Context: an optimization exercise on an open-source flow, tuned for small area and a short achievable clock period. The choices shown serve that exercise and are no tape-out recipe.
Function was checked by simulation only, so behaviour that the tests miss may differ from the original.
No driver is modelled on the clock port, so clocking that relies on it looks cheaper here than on a real chip.

## design.v

```verilog
module fpfp_divrows #(
    parameter HI = 25,
    parameter LO = 0
) (
    input  wire [7:0]     r_in,     
    input  wire [HI:LO]   x,        
    input  wire [7:0]     inj,      
    input  wire [6:0]     t7,       
    output reg  [7:0]     r_out,
    output reg  [HI:LO]   q
);
    reg [7:0] r, rn;
    reg [6:0] z, zn, m;
    reg       c, xb, ssel;
    integer k, i;
    always @* begin
        r = r_in;
        for (i = 0; i < 7; i = i + 1) z[i] = ~|(r_in & ((8'd2 << i) - 8'd1));
        for (k = HI; k >= LO; k = k - 1) begin
            xb = x[k];
            c  = r[7] | ((r[6] | (xb & inj[7])) & (~z[5] | (xb & ~inj[7])));
            q[k] = c;
            for (i = 0; i < 7; i = i + 1)
                m[i] = c ? (~xb & t7[i] & ((i < 2) ? 1'b1 : z[(i < 2) ? 0 : i-2]))
                         : (xb & inj[i]);
            rn[0] = m[0];
            for (i = 1; i < 7; i = i + 1) rn[i] = r[i-1] ^ m[i];
            rn[7] = c ? (r[7] & xb) : (r[6] | (xb & inj[7]));
            ssel = xb ? (c & ~r[7]) : ~c;
            if (ssel)            zn = {z[5:0], 1'b1};
            else if (xb & c)     zn = 7'h7F;
            else                 zn = ~t7;
            r = rn; z = zn;
        end
        r_out = r;
    end
endmodule
module fpfp_divconst (
    input  wire [2:0] h,
    output wire [7:0] inj,
    output wire [6:0] t7
);
    genvar i;
    generate
        for (i = 0; i < 8; i = i + 1) begin : g_inj
            assign inj[i] = (h == 3'd7 - i);
        end
        for (i = 0; i < 7; i = i + 1) begin : g_t7
            assign t7[i] = (h >= 3'd7 - i);
        end
    endgenerate
endmodule
module fpfp_frac_fin (
    input  wire        s,
    input  wire [7:0]  e,
    input  wire [23:0] M,        
    input  wire [2:0]  h,
    input  wire        sub,
    input  wire [25:0] Z,        
    input  wire        nz,       
    output wire [31:0] y
);
    wire        e_ff   = &e;
    wire        fz     = ~|M[22:0];
    wire        t_nan  = e_ff & ~fz;
    wire        t_inf  = e_ff & fz;
    wire        t_zero = ~M[23] & fz;
    wire [3:0]  eh     = {1'b0, e[2:0]} + {1'b0, h};
    wire        ovf    = (&e[7:3]) & (eh >= 4'd7);        
    wire        e1     = ~|e[7:1];
    wire [6:0]  hm    = ~(7'h7F >> h);
    wire        caseA = e1 | (|(M[22:16] & hm));
    wire [24:0] zh    = caseA ? {1'b0, Z[25:3], 1'b0} : {Z[25:3], 2'b00};
    wire [24:0] Mc    = caseA ? {1'b0, M} : {M, 1'b0};
    wire [7:0]  ebase = e1 ? 8'd0 : (e - {6'd0, ~caseA, caseA});
    wire [24:0] ym     = Mc - zh;
    wire [30:0] fr_hi  = {ebase + {6'd0, ym[24:23]}, ym[22:0]};
    wire [27:0] fr_up  = fr_hi[30:3] + 28'd1;
    wire [27:0] fr_dn  = fr_hi[30:3] - 28'd1;
    wire [4:0]  fr_lo;
    fpfp_round_fr u_rfr (.i({caseA, Z[2:0], nz, M[0], ym[2:0]}), .o(fr_lo));
    wire [30:0] fr_mag = {fr_lo[4] ? fr_dn : (fr_lo[3] ? fr_up : fr_hi[30:3]), fr_lo[2:0]};
    wire [21:0] zh_up = zh[24:3] + 22'd1;
    wire [21:0] zh_dn = zh[24:3] - 22'd1;
    wire [4:0]  df_lo;
    fpfp_round_df u_rdf (.i({caseA, Z[4:0], nz, M[0]}), .o(df_lo));
    wire [24:0] diff = {df_lo[4] ? zh_dn : (df_lo[3] ? zh_up : zh[24:3]), df_lo[2:0]};
    wire [7:0]  elim = ebase;
    wire [2:0]  sh   = ((elim[7:3] == 5'd0) && (elim[2:0] < h)) ? elim[2:0] : h;
    wire [24:0] dn   = diff << sh;
    wire [7:0]  se0  = elim - {5'd0, sh};
    wire [7:0]  se1  = se0 + 8'd1;
    wire [7:0]  se2  = se0 + 8'd2;
    wire [30:0] sub_mag = {dn[24] ? se2 : (dn[23] ? se1 : se0), dn[22:0]};
    wire        dnz  = |diff;
    reg [31:0] fr, sb;
    always @* begin
        if (t_nan)       fr = 32'h7FC00000;
        else if (t_inf)  fr = {s, 8'hFF, 23'd0};
        else if (t_zero) fr = {s, 31'd0};
        else if (ovf)    fr = {s, 8'hFF, 23'd0};
        else             fr = {s, fr_mag};
        if (t_nan | t_inf) sb = 32'h7FC00000;
        else if (t_zero)   sb = 32'd0;
        else if (ovf)      sb = {~s, 8'hFF, 23'd0};
        else               sb = {s & dnz, sub_mag};
    end
    assign y = sub ? sb : fr;
endmodule
module fpfp_round_fr (
    input  wire [8:0] i,
    output reg  [4:0] o       
);
    always @* begin
        case (i)
            9'd0: o = 5'd0;
            9'd1: o = 5'd1;
            9'd2: o = 5'd2;
            9'd3: o = 5'd3;
            9'd4: o = 5'd4;
            9'd5: o = 5'd5;
            9'd6: o = 5'd6;
            9'd7: o = 5'd7;
            9'd8: o = 5'd0;
            9'd9: o = 5'd1;
            9'd10: o = 5'd2;
            9'd11: o = 5'd3;
            9'd12: o = 5'd4;
            9'd13: o = 5'd5;
            9'd14: o = 5'd6;
            9'd15: o = 5'd7;
            9'd16: o = 5'd0;
            9'd17: o = 5'd1;
            9'd18: o = 5'd2;
            9'd19: o = 5'd3;
            9'd20: o = 5'd4;
            9'd21: o = 5'd5;
            9'd22: o = 5'd6;
            9'd23: o = 5'd7;
            9'd24: o = 5'd0;
            9'd25: o = 5'd1;
            9'd26: o = 5'd2;
            9'd27: o = 5'd3;
            9'd28: o = 5'd4;
            9'd29: o = 5'd5;
            9'd30: o = 5'd6;
            9'd31: o = 5'd7;
            9'd32: o = 5'd0;
            9'd33: o = 5'd1;
            9'd34: o = 5'd2;
            9'd35: o = 5'd3;
            9'd36: o = 5'd4;
            9'd37: o = 5'd5;
            9'd38: o = 5'd6;
            9'd39: o = 5'd7;
            9'd40: o = 5'd0;
            9'd41: o = 5'd1;
            9'd42: o = 5'd2;
            9'd43: o = 5'd3;
            9'd44: o = 5'd4;
            9'd45: o = 5'd5;
            9'd46: o = 5'd6;
            9'd47: o = 5'd7;
            9'd48: o = 5'd23;
            9'd49: o = 5'd0;
            9'd50: o = 5'd1;
            9'd51: o = 5'd2;
            9'd52: o = 5'd3;
            9'd53: o = 5'd4;
            9'd54: o = 5'd5;
            9'd55: o = 5'd6;
            9'd56: o = 5'd23;
            9'd57: o = 5'd0;
            9'd58: o = 5'd1;
            9'd59: o = 5'd2;
            9'd60: o = 5'd3;
            9'd61: o = 5'd4;
            9'd62: o = 5'd5;
            9'd63: o = 5'd6;
            9'd64: o = 5'd23;
            9'd65: o = 5'd0;
            9'd66: o = 5'd1;
            9'd67: o = 5'd2;
            9'd68: o = 5'd3;
            9'd69: o = 5'd4;
            9'd70: o = 5'd5;
            9'd71: o = 5'd6;
            9'd72: o = 5'd23;
            9'd73: o = 5'd0;
            9'd74: o = 5'd1;
            9'd75: o = 5'd2;
            9'd76: o = 5'd3;
            9'd77: o = 5'd4;
            9'd78: o = 5'd5;
            9'd79: o = 5'd6;
            9'd80: o = 5'd23;
            9'd81: o = 5'd0;
            9'd82: o = 5'd1;
            9'd83: o = 5'd2;
            9'd84: o = 5'd3;
            9'd85: o = 5'd4;
            9'd86: o = 5'd5;
            9'd87: o = 5'd6;
            9'd88: o = 5'd23;
            9'd89: o = 5'd0;
            9'd90: o = 5'd1;
            9'd91: o = 5'd2;
            9'd92: o = 5'd3;
            9'd93: o = 5'd4;
            9'd94: o = 5'd5;
            9'd95: o = 5'd6;
            9'd96: o = 5'd22;
            9'd97: o = 5'd23;
            9'd98: o = 5'd0;
            9'd99: o = 5'd1;
            9'd100: o = 5'd2;
            9'd101: o = 5'd3;
            9'd102: o = 5'd4;
            9'd103: o = 5'd5;
            9'd104: o = 5'd22;
            9'd105: o = 5'd23;
            9'd106: o = 5'd0;
            9'd107: o = 5'd1;
            9'd108: o = 5'd2;
            9'd109: o = 5'd3;
            9'd110: o = 5'd4;
            9'd111: o = 5'd5;
            9'd112: o = 5'd22;
            9'd113: o = 5'd23;
            9'd114: o = 5'd0;
            9'd115: o = 5'd1;
            9'd116: o = 5'd2;
            9'd117: o = 5'd3;
            9'd118: o = 5'd4;
            9'd119: o = 5'd5;
            9'd120: o = 5'd22;
            9'd121: o = 5'd23;
            9'd122: o = 5'd0;
            9'd123: o = 5'd1;
            9'd124: o = 5'd2;
            9'd125: o = 5'd3;
            9'd126: o = 5'd4;
            9'd127: o = 5'd5;
            9'd128: o = 5'd22;
            9'd129: o = 5'd23;
            9'd130: o = 5'd0;
            9'd131: o = 5'd1;
            9'd132: o = 5'd2;
            9'd133: o = 5'd3;
            9'd134: o = 5'd4;
            9'd135: o = 5'd5;
            9'd136: o = 5'd22;
            9'd137: o = 5'd23;
            9'd138: o = 5'd0;
            9'd139: o = 5'd1;
            9'd140: o = 5'd2;
            9'd141: o = 5'd3;
            9'd142: o = 5'd4;
            9'd143: o = 5'd5;
            9'd144: o = 5'd22;
            9'd145: o = 5'd23;
            9'd146: o = 5'd0;
            9'd147: o = 5'd1;
            9'd148: o = 5'd2;
            9'd149: o = 5'd3;
            9'd150: o = 5'd4;
            9'd151: o = 5'd5;
            9'd152: o = 5'd22;
            9'd153: o = 5'd23;
            9'd154: o = 5'd0;
            9'd155: o = 5'd1;
            9'd156: o = 5'd2;
            9'd157: o = 5'd3;
            9'd158: o = 5'd4;
            9'd159: o = 5'd5;
            9'd160: o = 5'd22;
            9'd161: o = 5'd23;
            9'd162: o = 5'd0;
            9'd163: o = 5'd1;
            9'd164: o = 5'd2;
            9'd165: o = 5'd3;
            9'd166: o = 5'd4;
            9'd167: o = 5'd5;
            9'd168: o = 5'd22;
            9'd169: o = 5'd23;
            9'd170: o = 5'd0;
            9'd171: o = 5'd1;
            9'd172: o = 5'd2;
            9'd173: o = 5'd3;
            9'd174: o = 5'd4;
            9'd175: o = 5'd5;
            9'd176: o = 5'd21;
            9'd177: o = 5'd22;
            9'd178: o = 5'd23;
            9'd179: o = 5'd0;
            9'd180: o = 5'd1;
            9'd181: o = 5'd2;
            9'd182: o = 5'd3;
            9'd183: o = 5'd4;
            9'd184: o = 5'd21;
            9'd185: o = 5'd22;
            9'd186: o = 5'd23;
            9'd187: o = 5'd0;
            9'd188: o = 5'd1;
            9'd189: o = 5'd2;
            9'd190: o = 5'd3;
            9'd191: o = 5'd4;
            9'd192: o = 5'd21;
            9'd193: o = 5'd22;
            9'd194: o = 5'd23;
            9'd195: o = 5'd0;
            9'd196: o = 5'd1;
            9'd197: o = 5'd2;
            9'd198: o = 5'd3;
            9'd199: o = 5'd4;
            9'd200: o = 5'd21;
            9'd201: o = 5'd22;
            9'd202: o = 5'd23;
            9'd203: o = 5'd0;
            9'd204: o = 5'd1;
            9'd205: o = 5'd2;
            9'd206: o = 5'd3;
            9'd207: o = 5'd4;
            9'd208: o = 5'd21;
            9'd209: o = 5'd22;
            9'd210: o = 5'd23;
            9'd211: o = 5'd0;
            9'd212: o = 5'd1;
            9'd213: o = 5'd2;
            9'd214: o = 5'd3;
            9'd215: o = 5'd4;
            9'd216: o = 5'd21;
            9'd217: o = 5'd22;
            9'd218: o = 5'd23;
            9'd219: o = 5'd0;
            9'd220: o = 5'd1;
            9'd221: o = 5'd2;
            9'd222: o = 5'd3;
            9'd223: o = 5'd4;
            9'd224: o = 5'd20;
            9'd225: o = 5'd21;
            9'd226: o = 5'd22;
            9'd227: o = 5'd23;
            9'd228: o = 5'd0;
            9'd229: o = 5'd1;
            9'd230: o = 5'd2;
            9'd231: o = 5'd3;
            9'd232: o = 5'd20;
            9'd233: o = 5'd21;
            9'd234: o = 5'd22;
            9'd235: o = 5'd23;
            9'd236: o = 5'd0;
            9'd237: o = 5'd1;
            9'd238: o = 5'd2;
            9'd239: o = 5'd3;
            9'd240: o = 5'd20;
            9'd241: o = 5'd21;
            9'd242: o = 5'd22;
            9'd243: o = 5'd23;
            9'd244: o = 5'd0;
            9'd245: o = 5'd1;
            9'd246: o = 5'd2;
            9'd247: o = 5'd3;
            9'd248: o = 5'd20;
            9'd249: o = 5'd21;
            9'd250: o = 5'd22;
            9'd251: o = 5'd23;
            9'd252: o = 5'd0;
            9'd253: o = 5'd1;
            9'd254: o = 5'd2;
            9'd255: o = 5'd3;
            9'd256: o = 5'd0;
            9'd257: o = 5'd1;
            9'd258: o = 5'd2;
            9'd259: o = 5'd3;
            9'd260: o = 5'd4;
            9'd261: o = 5'd5;
            9'd262: o = 5'd6;
            9'd263: o = 5'd7;
            9'd264: o = 5'd0;
            9'd265: o = 5'd1;
            9'd266: o = 5'd2;
            9'd267: o = 5'd3;
            9'd268: o = 5'd4;
            9'd269: o = 5'd5;
            9'd270: o = 5'd6;
            9'd271: o = 5'd7;
            9'd272: o = 5'd0;
            9'd273: o = 5'd1;
            9'd274: o = 5'd2;
            9'd275: o = 5'd3;
            9'd276: o = 5'd4;
            9'd277: o = 5'd5;
            9'd278: o = 5'd6;
            9'd279: o = 5'd7;
            9'd280: o = 5'd0;
            9'd281: o = 5'd1;
            9'd282: o = 5'd2;
            9'd283: o = 5'd3;
            9'd284: o = 5'd4;
            9'd285: o = 5'd5;
            9'd286: o = 5'd6;
            9'd287: o = 5'd7;
            9'd288: o = 5'd0;
            9'd289: o = 5'd1;
            9'd290: o = 5'd2;
            9'd291: o = 5'd3;
            9'd292: o = 5'd4;
            9'd293: o = 5'd5;
            9'd294: o = 5'd6;
            9'd295: o = 5'd7;
            9'd296: o = 5'd0;
            9'd297: o = 5'd1;
            9'd298: o = 5'd2;
            9'd299: o = 5'd3;
            9'd300: o = 5'd4;
            9'd301: o = 5'd5;
            9'd302: o = 5'd6;
            9'd303: o = 5'd7;
            9'd304: o = 5'd0;
            9'd305: o = 5'd1;
            9'd306: o = 5'd2;
            9'd307: o = 5'd3;
            9'd308: o = 5'd4;
            9'd309: o = 5'd5;
            9'd310: o = 5'd6;
            9'd311: o = 5'd7;
            9'd312: o = 5'd0;
            9'd313: o = 5'd1;
            9'd314: o = 5'd2;
            9'd315: o = 5'd3;
            9'd316: o = 5'd4;
            9'd317: o = 5'd5;
            9'd318: o = 5'd6;
            9'd319: o = 5'd7;
            9'd320: o = 5'd0;
            9'd321: o = 5'd1;
            9'd322: o = 5'd2;
            9'd323: o = 5'd3;
            9'd324: o = 5'd4;
            9'd325: o = 5'd5;
            9'd326: o = 5'd6;
            9'd327: o = 5'd7;
            9'd328: o = 5'd23;
            9'd329: o = 5'd0;
            9'd330: o = 5'd1;
            9'd331: o = 5'd2;
            9'd332: o = 5'd3;
            9'd333: o = 5'd4;
            9'd334: o = 5'd5;
            9'd335: o = 5'd6;
            9'd336: o = 5'd23;
            9'd337: o = 5'd0;
            9'd338: o = 5'd1;
            9'd339: o = 5'd2;
            9'd340: o = 5'd3;
            9'd341: o = 5'd4;
            9'd342: o = 5'd5;
            9'd343: o = 5'd6;
            9'd344: o = 5'd23;
            9'd345: o = 5'd0;
            9'd346: o = 5'd1;
            9'd347: o = 5'd2;
            9'd348: o = 5'd3;
            9'd349: o = 5'd4;
            9'd350: o = 5'd5;
            9'd351: o = 5'd6;
            9'd352: o = 5'd23;
            9'd353: o = 5'd0;
            9'd354: o = 5'd1;
            9'd355: o = 5'd2;
            9'd356: o = 5'd3;
            9'd357: o = 5'd4;
            9'd358: o = 5'd5;
            9'd359: o = 5'd6;
            9'd360: o = 5'd23;
            9'd361: o = 5'd0;
            9'd362: o = 5'd1;
            9'd363: o = 5'd2;
            9'd364: o = 5'd3;
            9'd365: o = 5'd4;
            9'd366: o = 5'd5;
            9'd367: o = 5'd6;
            9'd368: o = 5'd23;
            9'd369: o = 5'd0;
            9'd370: o = 5'd1;
            9'd371: o = 5'd2;
            9'd372: o = 5'd3;
            9'd373: o = 5'd4;
            9'd374: o = 5'd5;
            9'd375: o = 5'd6;
            9'd376: o = 5'd23;
            9'd377: o = 5'd0;
            9'd378: o = 5'd1;
            9'd379: o = 5'd2;
            9'd380: o = 5'd3;
            9'd381: o = 5'd4;
            9'd382: o = 5'd5;
            9'd383: o = 5'd6;
            9'd384: o = 5'd23;
            9'd385: o = 5'd0;
            9'd386: o = 5'd1;
            9'd387: o = 5'd2;
            9'd388: o = 5'd3;
            9'd389: o = 5'd4;
            9'd390: o = 5'd5;
            9'd391: o = 5'd6;
            9'd392: o = 5'd23;
            9'd393: o = 5'd0;
            9'd394: o = 5'd1;
            9'd395: o = 5'd2;
            9'd396: o = 5'd3;
            9'd397: o = 5'd4;
            9'd398: o = 5'd5;
            9'd399: o = 5'd6;
            9'd400: o = 5'd23;
            9'd401: o = 5'd0;
            9'd402: o = 5'd1;
            9'd403: o = 5'd2;
            9'd404: o = 5'd3;
            9'd405: o = 5'd4;
            9'd406: o = 5'd5;
            9'd407: o = 5'd6;
            9'd408: o = 5'd23;
            9'd409: o = 5'd0;
            9'd410: o = 5'd1;
            9'd411: o = 5'd2;
            9'd412: o = 5'd3;
            9'd413: o = 5'd4;
            9'd414: o = 5'd5;
            9'd415: o = 5'd6;
            9'd416: o = 5'd23;
            9'd417: o = 5'd0;
            9'd418: o = 5'd1;
            9'd419: o = 5'd2;
            9'd420: o = 5'd3;
            9'd421: o = 5'd4;
            9'd422: o = 5'd5;
            9'd423: o = 5'd6;
            9'd424: o = 5'd23;
            9'd425: o = 5'd0;
            9'd426: o = 5'd1;
            9'd427: o = 5'd2;
            9'd428: o = 5'd3;
            9'd429: o = 5'd4;
            9'd430: o = 5'd5;
            9'd431: o = 5'd6;
            9'd432: o = 5'd23;
            9'd433: o = 5'd0;
            9'd434: o = 5'd1;
            9'd435: o = 5'd2;
            9'd436: o = 5'd3;
            9'd437: o = 5'd4;
            9'd438: o = 5'd5;
            9'd439: o = 5'd6;
            9'd440: o = 5'd23;
            9'd441: o = 5'd0;
            9'd442: o = 5'd1;
            9'd443: o = 5'd2;
            9'd444: o = 5'd3;
            9'd445: o = 5'd4;
            9'd446: o = 5'd5;
            9'd447: o = 5'd6;
            9'd448: o = 5'd22;
            9'd449: o = 5'd23;
            9'd450: o = 5'd0;
            9'd451: o = 5'd1;
            9'd452: o = 5'd2;
            9'd453: o = 5'd3;
            9'd454: o = 5'd4;
            9'd455: o = 5'd5;
            9'd456: o = 5'd23;
            9'd457: o = 5'd0;
            9'd458: o = 5'd1;
            9'd459: o = 5'd2;
            9'd460: o = 5'd3;
            9'd461: o = 5'd4;
            9'd462: o = 5'd5;
            9'd463: o = 5'd6;
            9'd464: o = 5'd22;
            9'd465: o = 5'd23;
            9'd466: o = 5'd0;
            9'd467: o = 5'd1;
            9'd468: o = 5'd2;
            9'd469: o = 5'd3;
            9'd470: o = 5'd4;
            9'd471: o = 5'd5;
            9'd472: o = 5'd22;
            9'd473: o = 5'd23;
            9'd474: o = 5'd0;
            9'd475: o = 5'd1;
            9'd476: o = 5'd2;
            9'd477: o = 5'd3;
            9'd478: o = 5'd4;
            9'd479: o = 5'd5;
            9'd480: o = 5'd22;
            9'd481: o = 5'd23;
            9'd482: o = 5'd0;
            9'd483: o = 5'd1;
            9'd484: o = 5'd2;
            9'd485: o = 5'd3;
            9'd486: o = 5'd4;
            9'd487: o = 5'd5;
            9'd488: o = 5'd22;
            9'd489: o = 5'd23;
            9'd490: o = 5'd0;
            9'd491: o = 5'd1;
            9'd492: o = 5'd2;
            9'd493: o = 5'd3;
            9'd494: o = 5'd4;
            9'd495: o = 5'd5;
            9'd496: o = 5'd22;
            9'd497: o = 5'd23;
            9'd498: o = 5'd0;
            9'd499: o = 5'd1;
            9'd500: o = 5'd2;
            9'd501: o = 5'd3;
            9'd502: o = 5'd4;
            9'd503: o = 5'd5;
            9'd504: o = 5'd22;
            9'd505: o = 5'd23;
            9'd506: o = 5'd0;
            9'd507: o = 5'd1;
            9'd508: o = 5'd2;
            9'd509: o = 5'd3;
            9'd510: o = 5'd4;
            9'd511: o = 5'd5;
            default: o = 5'd0;
        endcase
    end
endmodule
module fpfp_round_df (
    input  wire [7:0] i,
    output reg  [4:0] o       
);
    always @* begin
        case (i)
            8'd0: o = 5'd0;
            8'd1: o = 5'd0;
            8'd2: o = 5'd0;
            8'd3: o = 5'd0;
            8'd4: o = 5'd0;
            8'd5: o = 5'd0;
            8'd6: o = 5'd1;
            8'd7: o = 5'd1;
            8'd8: o = 5'd1;
            8'd9: o = 5'd1;
            8'd10: o = 5'd1;
            8'd11: o = 5'd1;
            8'd12: o = 5'd2;
            8'd13: o = 5'd2;
            8'd14: o = 5'd2;
            8'd15: o = 5'd2;
            8'd16: o = 5'd2;
            8'd17: o = 5'd2;
            8'd18: o = 5'd2;
            8'd19: o = 5'd2;
            8'd20: o = 5'd2;
            8'd21: o = 5'd2;
            8'd22: o = 5'd3;
            8'd23: o = 5'd3;
            8'd24: o = 5'd3;
            8'd25: o = 5'd3;
            8'd26: o = 5'd3;
            8'd27: o = 5'd3;
            8'd28: o = 5'd4;
            8'd29: o = 5'd4;
            8'd30: o = 5'd4;
            8'd31: o = 5'd4;
            8'd32: o = 5'd4;
            8'd33: o = 5'd4;
            8'd34: o = 5'd4;
            8'd35: o = 5'd4;
            8'd36: o = 5'd4;
            8'd37: o = 5'd4;
            8'd38: o = 5'd5;
            8'd39: o = 5'd5;
            8'd40: o = 5'd5;
            8'd41: o = 5'd5;
            8'd42: o = 5'd5;
            8'd43: o = 5'd5;
            8'd44: o = 5'd6;
            8'd45: o = 5'd6;
            8'd46: o = 5'd6;
            8'd47: o = 5'd6;
            8'd48: o = 5'd6;
            8'd49: o = 5'd6;
            8'd50: o = 5'd6;
            8'd51: o = 5'd6;
            8'd52: o = 5'd6;
            8'd53: o = 5'd6;
            8'd54: o = 5'd7;
            8'd55: o = 5'd7;
            8'd56: o = 5'd7;
            8'd57: o = 5'd7;
            8'd58: o = 5'd7;
            8'd59: o = 5'd7;
            8'd60: o = 5'd8;
            8'd61: o = 5'd8;
            8'd62: o = 5'd8;
            8'd63: o = 5'd8;
            8'd64: o = 5'd0;
            8'd65: o = 5'd0;
            8'd66: o = 5'd0;
            8'd67: o = 5'd0;
            8'd68: o = 5'd0;
            8'd69: o = 5'd0;
            8'd70: o = 5'd1;
            8'd71: o = 5'd1;
            8'd72: o = 5'd1;
            8'd73: o = 5'd1;
            8'd74: o = 5'd1;
            8'd75: o = 5'd1;
            8'd76: o = 5'd2;
            8'd77: o = 5'd2;
            8'd78: o = 5'd2;
            8'd79: o = 5'd2;
            8'd80: o = 5'd2;
            8'd81: o = 5'd2;
            8'd82: o = 5'd2;
            8'd83: o = 5'd2;
            8'd84: o = 5'd2;
            8'd85: o = 5'd2;
            8'd86: o = 5'd3;
            8'd87: o = 5'd3;
            8'd88: o = 5'd3;
            8'd89: o = 5'd3;
            8'd90: o = 5'd3;
            8'd91: o = 5'd3;
            8'd92: o = 5'd4;
            8'd93: o = 5'd4;
            8'd94: o = 5'd4;
            8'd95: o = 5'd4;
            8'd96: o = 5'd4;
            8'd97: o = 5'd4;
            8'd98: o = 5'd4;
            8'd99: o = 5'd4;
            8'd100: o = 5'd4;
            8'd101: o = 5'd4;
            8'd102: o = 5'd5;
            8'd103: o = 5'd5;
            8'd104: o = 5'd5;
            8'd105: o = 5'd5;
            8'd106: o = 5'd5;
            8'd107: o = 5'd5;
            8'd108: o = 5'd6;
            8'd109: o = 5'd6;
            8'd110: o = 5'd6;
            8'd111: o = 5'd6;
            8'd112: o = 5'd6;
            8'd113: o = 5'd6;
            8'd114: o = 5'd6;
            8'd115: o = 5'd6;
            8'd116: o = 5'd6;
            8'd117: o = 5'd6;
            8'd118: o = 5'd7;
            8'd119: o = 5'd7;
            8'd120: o = 5'd7;
            8'd121: o = 5'd7;
            8'd122: o = 5'd7;
            8'd123: o = 5'd7;
            8'd124: o = 5'd8;
            8'd125: o = 5'd8;
            8'd126: o = 5'd8;
            8'd127: o = 5'd8;
            8'd128: o = 5'd0;
            8'd129: o = 5'd0;
            8'd130: o = 5'd0;
            8'd131: o = 5'd0;
            8'd132: o = 5'd0;
            8'd133: o = 5'd0;
            8'd134: o = 5'd0;
            8'd135: o = 5'd0;
            8'd136: o = 5'd0;
            8'd137: o = 5'd1;
            8'd138: o = 5'd1;
            8'd139: o = 5'd1;
            8'd140: o = 5'd1;
            8'd141: o = 5'd1;
            8'd142: o = 5'd1;
            8'd143: o = 5'd1;
            8'd144: o = 5'd1;
            8'd145: o = 5'd1;
            8'd146: o = 5'd1;
            8'd147: o = 5'd1;
            8'd148: o = 5'd1;
            8'd149: o = 5'd1;
            8'd150: o = 5'd1;
            8'd151: o = 5'd1;
            8'd152: o = 5'd2;
            8'd153: o = 5'd1;
            8'd154: o = 5'd2;
            8'd155: o = 5'd2;
            8'd156: o = 5'd2;
            8'd157: o = 5'd2;
            8'd158: o = 5'd2;
            8'd159: o = 5'd2;
            8'd160: o = 5'd2;
            8'd161: o = 5'd2;
            8'd162: o = 5'd2;
            8'd163: o = 5'd2;
            8'd164: o = 5'd2;
            8'd165: o = 5'd2;
            8'd166: o = 5'd2;
            8'd167: o = 5'd2;
            8'd168: o = 5'd2;
            8'd169: o = 5'd3;
            8'd170: o = 5'd3;
            8'd171: o = 5'd3;
            8'd172: o = 5'd3;
            8'd173: o = 5'd3;
            8'd174: o = 5'd3;
            8'd175: o = 5'd3;
            8'd176: o = 5'd3;
            8'd177: o = 5'd3;
            8'd178: o = 5'd3;
            8'd179: o = 5'd3;
            8'd180: o = 5'd3;
            8'd181: o = 5'd3;
            8'd182: o = 5'd3;
            8'd183: o = 5'd3;
            8'd184: o = 5'd4;
            8'd185: o = 5'd3;
            8'd186: o = 5'd4;
            8'd187: o = 5'd4;
            8'd188: o = 5'd4;
            8'd189: o = 5'd4;
            8'd190: o = 5'd4;
            8'd191: o = 5'd4;
            8'd192: o = 5'd4;
            8'd193: o = 5'd4;
            8'd194: o = 5'd4;
            8'd195: o = 5'd4;
            8'd196: o = 5'd4;
            8'd197: o = 5'd4;
            8'd198: o = 5'd4;
            8'd199: o = 5'd4;
            8'd200: o = 5'd4;
            8'd201: o = 5'd5;
            8'd202: o = 5'd5;
            8'd203: o = 5'd5;
            8'd204: o = 5'd5;
            8'd205: o = 5'd5;
            8'd206: o = 5'd5;
            8'd207: o = 5'd5;
            8'd208: o = 5'd5;
            8'd209: o = 5'd5;
            8'd210: o = 5'd5;
            8'd211: o = 5'd5;
            8'd212: o = 5'd5;
            8'd213: o = 5'd5;
            8'd214: o = 5'd5;
            8'd215: o = 5'd5;
            8'd216: o = 5'd6;
            8'd217: o = 5'd5;
            8'd218: o = 5'd6;
            8'd219: o = 5'd6;
            8'd220: o = 5'd6;
            8'd221: o = 5'd6;
            8'd222: o = 5'd6;
            8'd223: o = 5'd6;
            8'd224: o = 5'd6;
            8'd225: o = 5'd6;
            8'd226: o = 5'd6;
            8'd227: o = 5'd6;
            8'd228: o = 5'd6;
            8'd229: o = 5'd6;
            8'd230: o = 5'd6;
            8'd231: o = 5'd6;
            8'd232: o = 5'd6;
            8'd233: o = 5'd7;
            8'd234: o = 5'd7;
            8'd235: o = 5'd7;
            8'd236: o = 5'd7;
            8'd237: o = 5'd7;
            8'd238: o = 5'd7;
            8'd239: o = 5'd7;
            8'd240: o = 5'd7;
            8'd241: o = 5'd7;
            8'd242: o = 5'd7;
            8'd243: o = 5'd7;
            8'd244: o = 5'd7;
            8'd245: o = 5'd7;
            8'd246: o = 5'd7;
            8'd247: o = 5'd7;
            8'd248: o = 5'd8;
            8'd249: o = 5'd7;
            8'd250: o = 5'd8;
            8'd251: o = 5'd8;
            8'd252: o = 5'd8;
            8'd253: o = 5'd8;
            8'd254: o = 5'd8;
            8'd255: o = 5'd8;
            default: o = 5'd0;
        endcase
    end
endmodule
module fixed_point_field_packer #(
    parameter W_REGION = 4
) (
    input  wire                clk,
    input  wire                rst,           
    input  wire                req_valid,
    input  wire [31:0]         cmd,
    input  wire [63:0]         a,
    input  wire [63:0]         b,
    input  wire [63:0]         f_pt,
    input  wire [63:0]         f_eta,
    input  wire [63:0]         f_phi,
    input  wire [63:0]         f_hoe,
    input  wire [63:0]         f_hoeflag,
    input  wire [63:0]         f_iso,
    input  wire [63:0]         f_isoflag,
    input  wire [63:0]         f_fb,
    input  wire [63:0]         f_timing,
    input  wire [63:0]         f_shapeflag,
    input  wire [63:0]         f_brems,
    input  wire [W_REGION-1:0] f_region,
    output reg                 rsp_valid,
    output reg                 o_illegal,
    output wire [63:0]         o_word,
    output wire [W_REGION-1:0] o_region,
    output wire [64:0]         o_ival,
    output reg                 o_sign,
    output wire [63:0]         o_mag,
    output wire                o_ok,
    output wire [31:0]         o_fval,
    output wire [11:0]         d_pt,
    output wire [31:0]         d_ptfloat,
    output wire [15:0]         d_eta,
    output wire [15:0]         d_phi,
    output wire [15:0]         d_etatc,
    output wire [15:0]         d_phitc,
    output wire                d_etasign,
    output wire                d_phisign,
    output wire [6:0]          d_etamag,
    output wire [5:0]          d_phimag,
    output wire [3:0]          d_hoe,
    output wire [1:0]          d_hoeflag,
    output wire [2:0]          d_iso,
    output wire [1:0]          d_isoflag,
    output wire [5:0]          d_fb,
    output wire [4:0]          d_timing,
    output wire [1:0]          d_shapeflag,
    output wire [1:0]          d_brems,
    output wire                d_isostandalone,
    output wire                d_isoloosetrack,
    output wire                d_shapestandalone,
    output wire                d_shapeloosetrack,
    output wire [W_REGION-1:0] d_region,
    output wire [31:0]         e_hwpt,
    output wire [15:0]         e_hweta,
    output wire [15:0]         e_hwphi,
    output wire                e_isembigger,
    output wire [2:0]          e_hoecode,
    output wire [31:0]         e_hwempt
);
    localparam KDIV = 7;    
    localparam OP_EXTU  = 5'h00, OP_EXTSM = 5'h01, OP_EXTTC = 5'h02,
               OP_PACKU = 5'h03, OP_SMENC = 5'h04, OP_SMDEC = 5'h05,
               OP_ENCPF = 5'h08, OP_ENCV1 = 5'h09, OP_ENCV2 = 5'h0A,
               OP_ENCV3 = 5'h0B, OP_DECPF = 5'h0C, OP_DECV1 = 5'h0D,
               OP_DECV2 = 5'h0E, OP_DECV3 = 5'h0F, OP_CHKPF = 5'h10,
               OP_CHKV1 = 5'h11, OP_CHKV2 = 5'h12, OP_CHKV3 = 5'h13,
               OP_ZERO  = 5'h14, OP_FRAC  = 5'h18, OP_SPLIT = 5'h19,
               OP_EMUEM = 5'h1A, OP_EMUHD = 5'h1B;
    wire [4:0] op  = cmd[4:0];
    wire [5:0] off = cmd[10:5];
    wire [6:0] wid = cmd[17:11];
    wire [5:0] sbp = cmd[23:18];
    wire [7:0] rsv = cmd[31:24];
    wire [7:0] ow  = {2'b00, off} + {1'b0, wid};
    reg legal;
    always @* begin
        if (rsv != 8'd0) legal = 1'b0;
        else case (op)
            OP_EXTU, OP_PACKU:
                legal = (sbp == 6'd0) && (ow <= 8'd64);
            OP_EXTTC:
                legal = (sbp == 6'd0) && (ow <= 8'd64) && (wid != 7'd0);
            OP_EXTSM:
                legal = (ow <= 8'd64) && !((sbp >= off) && ({2'b00, sbp} < ow));
            OP_SMENC, OP_SMDEC:
                legal = (off == 6'd0) && (sbp == 6'd0) && (wid <= 7'd64);
            OP_ENCPF, OP_ENCV1, OP_ENCV2, OP_ENCV3,
            OP_DECPF, OP_DECV1, OP_DECV2, OP_DECV3,
            OP_CHKPF, OP_CHKV1, OP_CHKV2, OP_CHKV3,
            OP_ZERO, OP_FRAC, OP_SPLIT, OP_EMUEM, OP_EMUHD:
                legal = (cmd[23:5] == 19'd0);
            default:
                legal = 1'b0;
        endcase
    end
    wire is_extsm = (op == OP_EXTSM);
    wire is_exttc = (op == OP_EXTTC);
    wire is_pack  = (op == OP_PACKU);
    wire is_smenc = (op == OP_SMENC);
    wire is_smdec = (op == OP_SMDEC);
    wire is_enc   = (op[4:2] == 3'b010);
    wire is_dec   = (op[4:2] == 3'b011);
    wire is_emu   = (op[4:1] == 4'b1101);
    wire keep_a   = is_dec | (op[4] & (op[3:2] != 2'b01));    
    wire [7:0]  mn    = is_pack ? {1'b0, wid} : (keep_a ? 8'd64 : ow);
    wire       m_all = |mn[7:6];
    reg [7:0]  m_hi, m_heq, m_lo;
    reg [63:0] mask;
    integer t;
    always @* begin
        for (t = 0; t < 8; t = t + 1) begin
            m_hi[t]  = m_all | (mn[5:3] > t[2:0]);
            m_heq[t] = ~m_all & (mn[5:3] == t[2:0]);
            m_lo[t]  = mn[2:0] > t[2:0];
        end
        for (t = 0; t < 64; t = t + 1)
            mask[t] = m_hi[t/8] | (m_heq[t/8] & m_lo[t%8]);
    end
    wire [63:0] am    = a & mask;
    wire [5:0]  bidx  = is_extsm ? sbp : (ow[5:0] - 6'd1);
    wire        bsel  = a[bidx];                    
    wire        inv   = is_extsm ? ~bsel :
                        is_smdec ? ~b[0] :
                        is_smenc ? (a[63] & (|am)) : 1'b0;
    wire        fill  = is_exttc ? bsel : (inv & ~is_smenc);
    wire        inc   = inv;
    wire        eta_pos = !f_eta[63] && (f_eta != 64'd0);
    wire [6:0]  eta_abs = f_eta[63] ? (7'd0 - f_eta[6:0]) : f_eta[6:0];
    wire        phi_pos = !f_phi[63] && (f_phi != 64'd0);
    wire [5:0]  phi_abs = f_phi[63] ? (6'd0 - f_phi[5:0]) : f_phi[5:0];
    wire [63:0] enc_pf = {34'd0, f_hoe[3:0], f_phi[6:0], f_eta[6:0], f_pt[11:0]};
    wire [63:0] enc_v1 = {12'd0, f_brems[1:0], f_shapeflag[1:0], f_timing[4:0],
                          f_fb[5:0], f_isoflag[1:0], f_iso[2:0], f_hoeflag[1:0],
                          f_hoe[3:0], f_phi[6:0], f_eta[6:0], f_pt[11:0]};
    wire [63:0] enc_v3 = {11'd0, f_brems[1:0], f_shapeflag[1:0], f_timing[4:0],
                          f_fb[5:0], f_isoflag[1:0], f_iso[2:0], f_hoeflag[1:0],
                          f_hoe[3:0], phi_pos, phi_abs, eta_pos, eta_abs,
                          f_pt[11:0]};
    wire [63:0] enc_w  = (op[1:0] == 2'b00) ? enc_pf :
                         (op[1:0] == 2'b11) ? enc_v3 : enc_v1;
    reg [63:0] pre;
    integer i;
    always @* begin
        for (i = 0; i < 64; i = i + 1) begin
            if (is_enc)       pre[i] = enc_w[63-i];
            else if (is_pack) pre[i] = am[63-i];
            else              pre[i] = mask[i] ? (a[i] ^ inv) : fill;
        end
    end
    wire [127:0] shx = {{64{fill}}, pre} >> off;
    reg [3:0]  pmsb;
    integer j;
    always @* begin
        pmsb = 4'd0;
        for (j = 0; j < 12; j = j + 1)
            if (a[j]) pmsb = j[3:0];
    end
    wire [11:0] pnrm = a[11:0] << (4'd11 - pmsb);
    wire [63:0] a_in = {(is_dec | is_emu) ? pnrm[10:0] : shx[63:53], shx[52:0]};
    wire [2:0]  fh   = op[1] ? a[30:28] : (op[0] ? b[3:1] : b[2:0]);
    wire        fsub = op[1] ? ~a[27] : (op[0] & ~b[0]);
    wire [23:0] fm   = op[1] ? {|a[11:0], pnrm[10:0], 12'd0} : {|a[30:23], a[22:0]};
    wire [7:0]  inj_p;
    wire [6:0]  t7_p;
    fpfp_divconst u_dc_p (.h(fh), .inj(inj_p), .t7(t7_p));
    wire [7:0]  r_p;
    wire [25:KDIV] q_p;
    wire [25:0] x_p = {fm, 2'b00};
    fpfp_divrows #(.HI(25), .LO(KDIV)) u_rows_p (
        .r_in(8'd0), .x(x_p[25:KDIV]), .inj(inj_p), .t7(t7_p),
        .r_out(r_p), .q(q_p)
    );
    reg [63:0]     A;
    reg            r_fill, r_inc;
    reg [1:0]      r_op;
    reg [W_REGION-1:0] r_region;
    reg [2:0]      r_h;
    reg            r_sub;
    reg [7:0]      r_rem;
    reg [25:KDIV]  r_q;
    always @(posedge clk) begin
        if (rst) rsp_valid <= 1'b0;
        else     rsp_valid <= req_valid;
    end
    always @(posedge clk) begin
        o_illegal <= !legal;
        o_sign    <= !a[63] && (a != 64'd0);
        A         <= a_in;
        r_fill    <= fill;
        r_inc     <= inc;
        r_op      <= op[1:0];
        r_region  <= f_region;
        r_h       <= fh;
        r_sub     <= fsub;
        r_rem     <= r_p;
        r_q       <= q_p;
    end
    genvar g;
    generate
        for (g = 0; g < 64; g = g + 1) begin : g_rev
            assign o_word[g] = A[63-g];
        end
    endgenerate
    reg [7:0]  byte_ones;
    reg [8:0]  byte_c;
    reg [64:0] ival;
    reg        run;
    integer u, v;
    always @* begin
        for (u = 0; u < 8; u = u + 1) byte_ones[u] = &A[8*u +: 8];
        byte_c[0] = r_inc;
        for (u = 0; u < 8; u = u + 1) byte_c[u+1] = byte_c[u] & byte_ones[u];
        for (u = 0; u < 8; u = u + 1) begin
            run = byte_c[u];
            for (v = 0; v < 8; v = v + 1) begin
                ival[8*u+v] = A[8*u+v] ^ run;
                run = run & A[8*u+v];
            end
        end
        ival[64] = r_fill ^ byte_c[8];
    end
    assign o_ival   = ival;
    assign o_mag    = o_ival[63:0];
    assign o_region = r_region;
    assign d_region = r_region;
    wire r_v3 = (r_op == 2'b11);
    wire r_v2 = (r_op == 2'b10);
    wire r_pf = (r_op == 2'b00);
    assign o_ok = (A[63:52] == 12'd0) && (!r_pf || (A[51:31] == 21'd0));
    reg [3:0] qmsb;
    integer m;
    always @* begin
        qmsb = 4'd0;
        for (m = 0; m < 12; m = m + 1)
            if (A[m]) qmsb = m[3:0];
    end
    wire        pt_nz  = |A[11:0];
    wire [7:0]  pt_exp = pt_nz ? (8'd126 + {4'd0, qmsb}) : 8'd0;
    wire [31:0] ptf    = {1'b0, pt_exp, A[63:53], 12'd0};
    wire [6:0]  eta_m  = A[18:12];
    wire [5:0]  phi_m  = A[25:20];
    wire [15:0] v3_eta = A[19] ? {9'd0, eta_m} : (16'd0 - {9'd0, eta_m});
    wire [15:0] v3_phi = A[26] ? {10'd0, phi_m} : (16'd0 - {10'd0, phi_m});
    assign d_pt      = A[11:0];
    assign d_ptfloat = ptf;
    assign d_eta     = r_v3 ? v3_eta :
                       r_v2 ? {8'd0, A[19:12]} : {9'd0, A[18:12]};
    assign d_phi     = r_v3 ? v3_phi :
                       r_pf ? {{9{A[25]}}, A[25:19]} : {9'd0, A[25:19]};
    assign d_etatc   = r_v2 ? {{8{A[19]}}, A[19:12]} : {{9{A[18]}}, A[18:12]};
    assign d_phitc   = {{9{A[25]}}, A[25:19]};
    assign d_etasign = A[19];
    assign d_phisign = A[26];
    assign d_etamag  = A[18:12];
    assign d_phimag  = A[25:20];
    assign d_hoe       = r_v3 ? A[30:27] : A[29:26];
    assign d_hoeflag   = r_v3 ? A[32:31] : A[31:30];
    assign d_iso       = r_v3 ? A[35:33] : A[34:32];
    assign d_isoflag   = r_v3 ? A[37:36] : A[36:35];
    assign d_fb        = r_v3 ? A[43:38] : A[42:37];
    assign d_timing    = r_v3 ? A[48:44] : A[47:43];
    assign d_shapeflag = r_v3 ? A[50:49] : A[49:48];
    assign d_brems     = r_v3 ? A[52:51] : A[51:50];
    assign d_isostandalone   = d_isoflag[0];
    assign d_isoloosetrack   = d_isoflag[1];
    assign d_shapestandalone = d_shapeflag[0];
    assign d_shapeloosetrack = d_shapeflag[1];
    assign e_hwpt       = ptf;
    assign e_hweta      = {v3_eta[13:0], 2'b00};
    assign e_hwphi      = {v3_phi[13:0], 2'b00};
    assign e_isembigger = A[27];
    assign e_hoecode    = A[30:28];
    wire        f_emu = r_op[1];
    wire [23:0] fm_q  = f_emu ? {pt_nz, A[63:53], 12'd0} : {|A[30:23], A[22:0]};
    wire [7:0]  fe_q  = f_emu ? pt_exp : A[30:23];
    wire        fs_q  = ~f_emu & A[31];
    wire [7:0]  inj_q;
    wire [6:0]  t7_q;
    fpfp_divconst u_dc_q (.h(r_h), .inj(inj_q), .t7(t7_q));
    wire [7:0]  r_f;
    wire [25:0] zq;
    wire [25:0] x_q = {fm_q, 2'b00};
    fpfp_divrows #(.HI(KDIV-1), .LO(0)) u_rows_q (
        .r_in(r_rem), .x(x_q[KDIV-1:0]), .inj(inj_q), .t7(t7_q),
        .r_out(r_f), .q(zq[KDIV-1:0])
    );
    assign zq[25:KDIV] = r_q;
    wire [31:0] fr_y;
    fpfp_frac_fin u_fin (
        .s(fs_q), .e(fe_q), .M(fm_q), .h(r_h), .sub(r_sub),
        .Z(zq), .nz(|r_f), .y(fr_y)
    );
    assign o_fval   = fr_y;
    assign e_hwempt = fr_y;
endmodule
```

## flow/run.sh

```bash
#!/bin/bash
# Own layout flow: the standard flow, except
#  - technology mapping by ABC without its blanket up-sizing (flow/abc_area.script),
#  - the smallest buffer cell on the input and output ports,
#  - timing repair aiming at a shorter period than the clock's, so that only
#    the critical paths get larger cells.
# Each tool's output goes to a log of its own in this folder.
set -euo pipefail
here=$(pwd)
margin=130
rm -rf "$here/scripts_own"
cp -r "$FLOW_HOME/scripts" "$here/scripts_own"
cp "$here/flow/abc_area.script" "$here/scripts_own/abc_area.script"
bash standard.sh SCRIPTS_DIR="$here/scripts_own" synth > "$here/synth.log" 2>&1
bash standard.sh "BUFFER_PORTS_ARGS=-buffer_cell sky130_fd_sc_hd__buf_1" \
    "SETUP_SLACK_MARGIN=$margin" "PRE_CTS_TCL=$here/flow/pre_cts.tcl" "POST_CTS_TCL=$here/flow/post_cts.tcl" finish > "$here/layout.log" 2>&1
```

## flow/abc_area.script

```
strash
dch
map -B 0.9
topo
stime -c
```

## flow/post_cts.tcl

```tcl
set_max_fanout 10000 [current_design]
```

## flow/pre_cts.tcl

```tcl
set_max_fanout 8 [current_design]
```

## standard.sh

```bash
#!/bin/bash
# synth_recipe.tcl (not shown) runs the flow's synth.tcl, then flattens the netlist and writes it again
# the make line also repeats each setting of config.mk as NAME=value (left out here)
make -C /OpenROAD-flow-scripts/flow DESIGN_CONFIG=/design/flow/config.mk WORK_HOME=/design/flow/orfs CLKGATE_MAP_FILE= SYNTH_SCRIPT=/design/flow/synth_recipe.tcl "${@:-finish}"
```

## config.mk

```make
export PLATFORM = sky130hd
export DESIGN_NAME = fixed_point_field_packer
export DESIGN_NICKNAME = fixed_point_field_packer
export VERILOG_FILES = /design/flow/design.v
export SDC_FILE = /design/flow/constraint.sdc
export NUM_CORES = 4
export LEC_CHECK = 0
export ABC_AREA = 1
export CAP_MARGIN = 20
export CORE_AREA = 2.3 2.72 431.02 429.76
export DIE_AREA = 0 0 433.33 433.33
export PLACE_DENSITY = 0.35
export SLEW_MARGIN = 20
export TNS_END_PERCENT = 20
```

## constraint.sdc

```tcl
create_clock -name core_clock -period 180.0 [get_ports {clk}]
set_input_delay 36.0000 -clock core_clock [delete_from_list [all_inputs] [get_ports {clk}]]
set_output_delay 36.0000 -clock core_clock [all_outputs]
set_load 0.01 [all_outputs]
```

==> results of run 1 <==
==> worst max-delay path: cells and delay by family <==
kind | cells | cell delay (ps)
buffers and inverters | 19 | 3280
AOI/OAI and AO/OA | 4 | 1170
and+or+nand+nor | 74 | 8790
==> sequential cells by signal (all words and copies together) (netlist names), 2 cells and up <==
register	count
A	64
r_q	19
r_rem	8
r_region	4
r_op	2
r_h	3
==> cell type report <==
type,instances,area [um2],area share (%)
repair buffers,904,4125,12.17
inverters,605,2326,6.864
multi-input cells,4091,21730,64.12
well taps,2464,3083,9.098
flip-flops and latches,106,2126,6.273
clock buffers,23,447.9,1.322
diodes,20,50.05,0.1477
==> stage by stage <==
stage / util, % / instance area (um2)
2_1_floorplan: - / 27500
3_3_place_gp: 17.74 / 32480
3_5_place_dp: 17.74 / 32480
5_1_grt: 18.50 / 33870
6_report: 18.51 / 33890
==> routing by layer <==
layer	track usage, %	wire, um	vias to the layer above
met2	35.99	99730	1666
met5	0	98	-
met3	3.110	12720	337
li1	-	-	18390
met4	11.82	12870	14
met1	27.01	88150	18380
==> worst max-delay path by stage <==
stage / slack, ps / from / cells past startpoint / to
final: 130980 / cmd[1] / 97 / r_rem[4]
after global routing: 129890 / cmd[1] / 105 / r_rem[3]
after detailed placement: 125750 / cmd[1] / 103 / r_rem[3]
after global placement: 125670 / cmd[1] / 105 / r_rem[4]
after floorplan: 130350 / cmd[0] / 96 / r_rem[1]
==> synthesized netlist by cell type, drive strengths merged, types with 6 or more instances <==
master and instances:
o31ai 17, o221ai 39, a21boi 6, and2 11, o32ai 38, buf 258, a31oi 25, o22ai 35
nand3 322, o21ai 773, nor4 65, clkinv 605, a221oi 7, nor3 81, mux2i 29, xor2 142
nand2 1400, o311ai 14, a21oi 165, xnor2 44, nor2 474, a32o 8, a211oi 11, a22oi 26
dfxtp 106, nand4 71, ha 126, nand3b 8, a21o 6, o211ai 38, o2111ai 11, a32oi 12
o21bai 6, fa 6, or2 15, o21a 8
==> cell usage in the layout, fill, tap and decap left out, drive strengths merged, types with 106 or more instances in the layout <==
cell,count
xor2,142
o21ai,773
nand3,322
nor2,474
dfxtp,106
ha,126
nand2,1400
a21oi,165
buf,895
clkinv,591
==> cell families after synthesis <==
logic type | Yosys count | synth area share, %
AOI/OAI and AO/OA | 1260 | 26.45
other | 1 | 0.01370
muxes | 29 | 1.060
DFF | 106 | 7.751
xor gates and xnor gates | 186 | 5.951
buffers and inverters | 863 | 15.37
and+or+nand+nor | 2453 | 37.21
adders and majority gates | 132 | 6.197
==> impl_results.md, run 1 <==
* Status: timing/DRC/antenna clean
* Die H at 433.3 um
* Seq cells post-synth at 106
* Total track usage at 21.73%
* DR DRC count at 0
* Pre-CTS WS at 125750 ps
* Placed cells at 8133
* Wire length per cell at 26.00 um
* Critical Path RT at 180310 ps
* HPWL after DPL at 177600 um
* RSZ-0062 raised after global routing: true
* IO Pins at 1361
* Largest net degree at the start of global routing at 75
* Iter 0 DRT Violations at 3503
* Worst path slowest cell: a221oi_4
* Post-synthesis sequential area ratio at 7.751%
* Hold Crit Depth at 1
* Fmax at 20.40 MHz
* Final Hold Vio Count at 0
* Max cap viols at 0
* TritonCTS clock tree: built
* Synth top area share at 19.20%
* Post-synth EDFFs at 0
* Unique cell type count in the Yosys netlist at 49
* Antenna violations before repair at 63
* Startpoint types: primary input
* Primary FF master, synth: dfxtp_1
* WHS Endpoint: r_region[1]
* Ranking of synthesized cells by area: nand2_1 (19%), o21ai_0 (14%), clkinv_1 (8.3%)
* Std cell rows at 157
* Layout fillers at 21900
* Post-synth top area cell: nand2_1
* Setup_tns at 0 ps
* Synthesized area per cell at 5.443 um2
* WP data arrival at 49330 ps
* # setup viols final at 0
* Final net count at 6728
* Port bufs at 732
* Pins Over Slew Limit at 0
* Hold Crit Start: f_region[1]
* Period Utilization, post-route at 27.23%
* Min cycle time layout at 49020 ps
* GRT overflow at 0
* Crit Path Max Fanout at 35
* Synth async-reset ratio at 0%
* Final Non-Filler Cells at 8213
* Yosys warns at 6
* Worst-margin pin slew at 1196 ps
* Slew HR at 19.99%
* Vias/cell at 4.723
* Initial Util at 14.95%
* Detail Route Antenna Nets at 0
* Vias in the first global route at 35240
* Worst path most repeated cell: nand2_1
* Fraction of layout cells with a size suffix above 1 at 6.668%
* Clock transition at path regs at 60 ps
* CTS sink count at 106
* Chip Width at 433.3 um
* Global-route wire length before repair at 286100 um
* Total wire length at 213600 um
* Routability cong. at 0.9580
* Total number of vias at 38790
* Core Box Area at 183100 um2
* Layout area overhead at 23.78%
* CP endpoint kind: register
* Final Hold Slack at 35620 ps
* Synth Cell Area at 27380 um2
* Die area at 187800 um2
* Fin worst setup slack at 130980 ps
* CP Class: primary input to register
* CP peak stage delay at 370 ps
* Detailed-router iteration count before antenna repair at 6
* Min-delay worst type: primary input to register
* Post-Synthesis Cells at 5030
==> inputs of run 2 (changes only) <==
--- a/design.v
+++ b/design.v
@@ -35,6 +35,18 @@
         r_out = r;
     end
 endmodule
+module fpfp_divtail (
+    input  wire [7:0] r_in,     
+    input  wire [2:0] h,
+    output wire [1:0] q,        
+    output wire       nz        
+);
+    wire t1 = r_in > 8'd32;
+    wire t2 = r_in > 8'd64;
+    wire t3 = (r_in > 8'd96) & (h[2] | h[1]);
+    assign q  = {t2, t3 | (t1 & ~t2)};
+    assign nz = (|r_in) & (|h);
+endmodule
 module fpfp_divconst (
     input  wire [2:0] h,
     output wire [7:0] inj,
@@ -955,7 +967,7 @@
     output wire [2:0]          e_hoecode,
     output wire [31:0]         e_hwempt
 );
-    localparam KDIV = 7;    
+    localparam KDIV = 8;    
     localparam OP_EXTU  = 5'h00, OP_EXTSM = 5'h01, OP_EXTTC = 5'h02,
                OP_PACKU = 5'h03, OP_SMENC = 5'h04, OP_SMDEC = 5'h05,
                OP_ENCPF = 5'h08, OP_ENCV1 = 5'h09, OP_ENCV2 = 5'h0A,
@@ -1178,15 +1190,17 @@
     wire [7:0]  r_f;
     wire [25:0] zq;
     wire [25:0] x_q = {fm_q, 2'b00};
-    fpfp_divrows #(.HI(KDIV-1), .LO(0)) u_rows_q (
-        .r_in(r_rem), .x(x_q[KDIV-1:0]), .inj(inj_q), .t7(t7_q),
-        .r_out(r_f), .q(zq[KDIV-1:0])
+    fpfp_divrows #(.HI(KDIV-1), .LO(2)) u_rows_q (
+        .r_in(r_rem), .x(x_q[KDIV-1:2]), .inj(inj_q), .t7(t7_q),
+        .r_out(r_f), .q(zq[KDIV-1:2])
     );
+    wire        f_nz;
+    fpfp_divtail u_tail (.r_in(r_f), .h(r_h), .q(zq[1:0]), .nz(f_nz));
     assign zq[25:KDIV] = r_q;
     wire [31:0] fr_y;
     fpfp_frac_fin u_fin (
         .s(fs_q), .e(fe_q), .M(fm_q), .h(r_h), .sub(r_sub),
-        .Z(zq), .nz(|r_f), .y(fr_y)
+        .Z(zq), .nz(f_nz), .y(fr_y)
     );
     assign o_fval   = fr_y;
     assign e_hwempt = fr_y;
==> run 2 against run 1 <==
Effect of this change: still clean on timing, DRC and antenna; design area shrank 2.1%; synthesized area decreased by 0.91%; hold slack better by 25 ps; synthesized cell count decreased by 0.89%; fmax is 0.56% higher; die area did not move; worst setup slack better by 270 ps; cell count down 0.79%; non-clock buffer count is 27 lower; largest cell class unchanged.
==> impl_results.md, run 2 <==
* Status: timing/DRC/antenna clean (unchanged)
* Total number of vias at 37610 (was 38790)
* Number of flip-flops in the largest register at 64 (unchanged)
* Period Utilization, post-route at 27.08% (was 27.23%)
* Layout fillers at 22010 (was 21900)
* Synth top area share at 18.81% (was 19.20%)
* Post-synthesis sequential area ratio at 7.749% (was 7.751%)
* WP data arrival at 49100 ps (was 49330 ps)
* Final Hold Vio Count at 0 (unchanged)
* Yosys warns at 6 (unchanged)
* Startpoint types: primary input (unchanged)
* Total track usage at 21.21% (was 21.73%)
* Primary FF master, synth: dfxtp_1 (unchanged)
* Vias/cell at 4.615 (was 4.723)
* # setup viols final at 0 (unchanged)
* Post-synth top area cell: nand2_1 (unchanged)
* Post-Synthesis Cells at 4985 (was 5030)
* Min-delay worst type: primary input to register (unchanged)
* Layout area overhead at 22.33% (was 23.78%)
* Max cap viols at 0 (unchanged)
* Synth cell count leaders: nand2_1 (1359), o21ai_0 (767), clkinv_1 (631) (was nand2_1 (1400), o21ai_0 (773), clkinv_1 (605))
* Count leader, synth: nand2_1 (unchanged)
* Fmax at 20.51 MHz (was 20.40 MHz)
* Iter 0 DRT Violations at 3045 (was 3503)
* Chip Width at 433.3 um (unchanged)
* Pins Over Slew Limit at 0 (unchanged)
* Synthesized area per cell at 5.442 um2 (was 5.443 um2)
* Seq cells post-synth at 105 (was 106)
* Core Box Area at 183100 um2 (unchanged)
* Fraction of layout cells with a size suffix above 1 at 5.637% (was 6.668%)
* Min cycle time layout at 48750 ps (was 49020 ps)
* CP endpoint kind: register (unchanged)
* Detailed-router iteration count before antenna repair at 6 (unchanged)
* Biggest regs: A: 64 flops, r_q: 18 flops, r_rem: 8 flops (was A: 64 flops, r_q: 19 flops, r_rem: 8 flops)
* Synth async-reset ratio at 0% (unchanged)
* Synth Cell Area at 27130 um2 (was 27380 um2)
* CP peak stage delay at 340 ps (was 370 ps)
* Fin worst setup slack at 131250 ps (was 130980 ps)
* Post-synth EDFFs at 0 (unchanged)
* DR DRC count at 0 (unchanged)
* Finished Core Util at 18.12% (was 18.51%)
* Worst path slowest cell: a221oi_4 (unchanged)
* Largest register by flop count: A (unchanged)
* Multi-input logic area at 21180 um2 (was 21730 um2)
* Unique cell type count in the Yosys netlist at 49 (unchanged)
* Commonest cells after routing, fill and taps aside: nand2_1 (1322), o21ai_0 (751), buf_1 (717), clkinv_1 (605), nor2_1 (429) (was nand2_1 (1339), o21ai_0 (757), buf_1 (722), clkinv_1 (583), nor2_1 (455))
* Largest net degree at the start of global routing at 76 (was 75)
* Critical Path RT at 180350 ps (was 180310 ps)
* Leading cell type in the layout, fill and taps excluded: nand2_1 (unchanged)
* Global-route wire length before repair at 280000 um (was 286100 um)
* TritonCTS clock tree: built (unchanged)
* Total wire length at 207400 um (was 213600 um)
* GRT overflow at 0 (unchanged)
* Std cell rows at 157 (unchanged)
* HPWL after DPL at 173800 um (was 177600 um)
* FF/Latch Area at 2103 um2 (was 2126 um2)
* Die area at 187800 um2 (unchanged)
* Ranking of synthesized cells by area: nand2_1 (19%), o21ai_0 (14%), clkinv_1 (8.7%) (was nand2_1 (19%), o21ai_0 (14%), clkinv_1 (8.3%))
* Crit Path Max Fanout at 32 (was 35)
* RSZ-0062 raised after global routing: false (was true)
* Worst-margin pin slew at 1029 ps (was 1196 ps)
* Clock transition at path regs at 60 ps (about the same)
* Final Non-Filler Cells at 8148 (was 8213)
* CTS sink count at 105 (was 106)
* IO Pins at 1361 (unchanged)
* Wire length per cell at 25.46 um (was 26.00 um)
* Final Hold Slack at 35640 ps (was 35620 ps)
* Final net count at 6657 (was 6728)
* Slew HR at 30.67% (was 19.99%)
* Antenna violations before repair at 47 (was 63)
* Initial Util at 14.82% (was 14.95%)
* Detail Route Antenna Nets at 0 (unchanged)
* Setup_tns at 0 ps (unchanged)
* Port bufs at 732 (unchanged)
* Vias in the first global route at 34590 (was 35240)
* Worst path most repeated cell: nand2_1 (unchanged)
* Placed cells at 8079 (was 8133)
* Routability cong. at 0.9677 (was 0.9580)
* Pre-CTS WS at 127660 ps (was 125750 ps)
* CP Class: primary input to register (unchanged)
* Die H at 433.3 um (unchanged)
## run 2: cell count changes in the layout (fill, tap and decap cells not counted), sizes merged, moves of 12 or more
cell | previous run | this run
clkinv | 591 | 615
nor2 | 474 | 452
nand2 | 1400 | 1359
nand3 | 322 | 291
buf | 895 | 865
o211ai | 38 | 65
xnor2 | 44 | 32
a21oi | 165 | 203
o221ai | 39 | 20
## run 2: worst max-delay path, delay by kind of cell
kind,cells,cell delay [ps]
simple gates,73,8710
buf+inv,15,2440
compound gates,4,1090
xor+xnor,3,810
## run 2: final timing paths
| kind | from | end | slack (ps) | depth (start not counted) |
|---|---|---|---|---|
| setup / recovery | cmd[1] | r_rem[2] | 131250 | 95 |
| hold / removal | f_region[1] | r_region[1] | 35640 | 1 |
## run 2: cell type report
class,instances,share of cell area (%)
Multi-Input combinational cell,4022,63.84
Sequential cell,105,6.338
Timing Repair Buffer,877,11.69
Antenna cell,25,0.1885
Clock buffer,24,1.361
Inverter,631,7.296
Tap cell,2464,9.291
## run 2: metal layers
metal | global-route usage (%) | up-vias | share of wire [%]
li1 | - | 18150 | -
met1 | 24.81 | 17660 | 39
met2 | 35.95 | 1475 | 47
met3 | 2.676 | 310 | 5.5
met4 | 14.49 | 14 | 8.0
met5 | 0.4684 | - | 0.096
## run 2: through the flow
stage	instance area [um2]
6_report	33180
3_3_place_gp	32130
2_1_floorplan	27240
3_5_place_dp	32140
5_1_grt	33150
## run 2: kinds of logic (layout without fill, tap and decap cells)
family,Yosys count,count (layout),share of synthesized area [%]
AND/OR/NAND/NOR,2354,2355,35.96
AO/OA/AOI/OAI,1291,1291,27.13
buffers and inverters,889,1532,15.87
XOR/XNOR,181,181,5.844
adder cells (fa/ha/maj),132,132,6.255
flip-flops,105,105,7.749
multiplexers,32,32,1.181
other,1,56,0.01382
==> inputs of run 3 (changes only) <==
==> flow/abc_area.script (replaced) <==
strash
ifraig
scorr
dc2
strash
dch -f
map -B 0.9
topo
stime -c
==> run 3 against run 2 <==
Effect of this change: still clean; critical path depth shrank 15; non-clock buffer count grew 7; routed wire length shrank 3.3%; worst setup slack gained 41 ps; sequential share of layout area grew 0.050 points; global-route usage shrank 0.77 points; design area shrank 0.61%; largest cell class unchanged.
==> impl_results.md, run 3 <==
* Count leader, synth: nand2_1 (unchanged)
* Crit Path Max Fanout at 11 (was 32)
* Initial Util at 14.63% (was 14.82%)
* TritonCTS clock tree: built (unchanged)
* Detailed-router iteration count before antenna repair at 6 (unchanged)
* Chip Width at 433.3 um (unchanged)
* Layout area overhead at 23.11% (was 22.33%)
* Routability cong. at 0.9387 (was 0.9677)
* GRT overflow at 0 (unchanged)
* Unique cell type count in the Yosys netlist at 49 (unchanged)
* Final Hold Vio Count at 0 (unchanged)
* Worst path slowest cell: or4_2 (was a221oi_4)
* Commonest cells after routing, fill and taps aside: nand2_1 (1248), buf_1 (722), o21ai_0 (696), clkinv_1 (626), nor2_1 (387) (was nand2_1 (1322), o21ai_0 (751), buf_1 (717), clkinv_1 (605), nor2_1 (429))
* CP Class: register to output pin (was primary input to register)
* Detail Route Antenna Nets at 0 (unchanged)
* HPWL after DPL at 167900 um (was 173800 um)
* Period Utilization, post-route at 27.06% (was 27.08%)
* Iter 0 DRT Violations at 2991 (was 3045)
* Min-delay worst type: primary input to register (unchanged)
* Synth async-reset ratio at 0% (unchanged)
* Status: timing/DRC/antenna clean (unchanged)
* Wire length per cell at 24.88 um (was 25.46 um)
* Largest delay share family, worst path: simple AND/OR/NAND/NOR gates (unchanged)
* DR DRC count at 0 (unchanged)
* Core Box Area at 183100 um2 (unchanged)
* Vias/cell at 4.613 (was 4.615)
* GR peak layer: met2 (unchanged)
* Vias in the first global route at 33940 (was 34590)
* Ranking of synthesized cells by area: nand2_1 (18%), o21ai_0 (13%), clkinv_1 (9.1%) (was nand2_1 (19%), o21ai_0 (14%), clkinv_1 (8.7%))
* Worst path most repeated cell: nand2_1 (unchanged)
* Biggest regs: A: 64 flops, r_q: 18 flops, r_rem: 8 flops (unchanged)
* Final net count at 6576 (was 6657)
* Leading cell type in the layout, fill and taps excluded: nand2_1 (unchanged)
* Pins Over Slew Limit at 0 (unchanged)
* CP peak stage delay at 720 ps (was 340 ps)
* Max cap viols at 0 (unchanged)
* Placed cells at 7992 (was 8079)
* GR Layer Usage met3 at 2.552% (was 2.676%)
* Total track usage at 20.44% (was 21.21%)
* Largest register by flop count: A (unchanged)
* Largest net degree at the start of global routing at 77 (was 76)
* Die H at 433.3 um (unchanged)
* Total number of vias at 37200 (was 37610)
* CTS sink count at 105 (unchanged)
* RSZ-0062 raised after global routing: true (was false)
* Post-synth EDFFs at 0 (unchanged)
* # setup viols final at 0 (unchanged)
* Antenna violations before repair at 50 (was 47)
* Post-DP Area at 31810 um2 (was 32140 um2)
* Worst-margin pin slew at 1271 ps (was 1029 ps)
* Primary FF master, synth: dfxtp_1 (unchanged)
* IO Pins at 1361 (unchanged)
* Synth Area in Adders at 6.333% (was 6.255%)
* Critical Path RT at 144000 ps (was 180350 ps)
* Xor and xnor area share after synthesis at 5.362% (was 5.844%)
* Setup_tns at 0 ps (unchanged)
* Yosys warns at 6 (unchanged)
* WP data arrival at 12710 ps (was 49100 ps)
* Fraction of layout cells with a size suffix above 1 at 5.916% (was 5.637%)
* Fmax at 20.53 MHz (was 20.51 MHz)
* M2 GR Usage at 33.77% (was 35.95%)
* Number of flip-flops in the largest register at 64 (unchanged)
* Slew HR at 14.36% (was 30.67%)
==> run 3: kinds of logic (layout without fill, tap and decap cells) <==
group	after synthesis	in the layout
DFF	105	105
muxes	19	19
xor gates and xnor gates	164	164
and+or+nand+nor	2301	2301
buffers and inverters	904	1554
adders and majority gates	132	132
AOI/OAI and AO/OA	1272	1272
other	1	53
==> run 3: layout make-up <==
cell class              count  area (um2)
multi-input cells        3919       20860
flip-flops and latches    105        2107
diodes                     22       55.05
fillers                 21850      150100
repair buffers            884        3953
clock buffers              24       451.7
well taps                2464        3083
inverters                 646        2471
==> run 3: per-layer routing <==
layer  vias to the layer above  share of wire [%]  wire length (um)
met1                     17370                 39             79190
met5                         -              0.098               196
met4                         5                8.5             16980
li1                      18010                  -                 -
met2                      1488                 47             93700
met3                       331                5.3             10580
==> run 3: final timing paths <==
check                       start     endpoint  slack (ps)  depth (start not counted)
worst min-delay path  f_region[1]  r_region[1]       35610                          1
worst max-delay path       r_h[1]   o_fval[28]      131290                         80
==> run 3: per-stage QoR <==
step	hold slack [ps]	utilization [%]	setup WS [ps]
after floorplan	36030	-	130080
final	35610	18.01	131290
after global routing	35590	18.01	129950
after detailed placement	36100	17.37	127070
after global placement	36100	17.37	126940

## port drivers added, routing unchanged
Ports are ideal in the flow. The routed layouts listed here were re-timed in OpenROAD.
Step 1: set_driving_cell puts a clkbuf_16 on clk and a buf_2 on each other input, an assumption about the parent block.
Step 2 times the ports against the registers' clock, not the clock port: input delays grow and output delays shrink by t, the midpoint of the rising clock arrivals with the driver on.
Slacks: ideal ports / drivers / drivers and shift; pairs: ideal ports / drivers.
run | t (ns) | setup WS [ns] | worst setup path at the end | latest minus earliest clock arrival (ns) | worst data-port slew with drivers (ns)
run 1 | 0.544 | 130.982 / 130.987 / 130.443 | input to register | 0.049 / 0.049 | 0.20
run 2 | 0.528 | 131.253 / 131.216 / 130.687 | input to register | 0.045 / 0.045 | 0.19
run 3 | 0.554 | 131.294 / 131.227 / 130.857 | input to register | 0.052 / 0.052 | 0.16
After both steps every run listed still meets setup and hold. For run 2, which loses most, drivers alone change the setup slack by -0.037 ns; drivers and shift together by -0.566 ns.
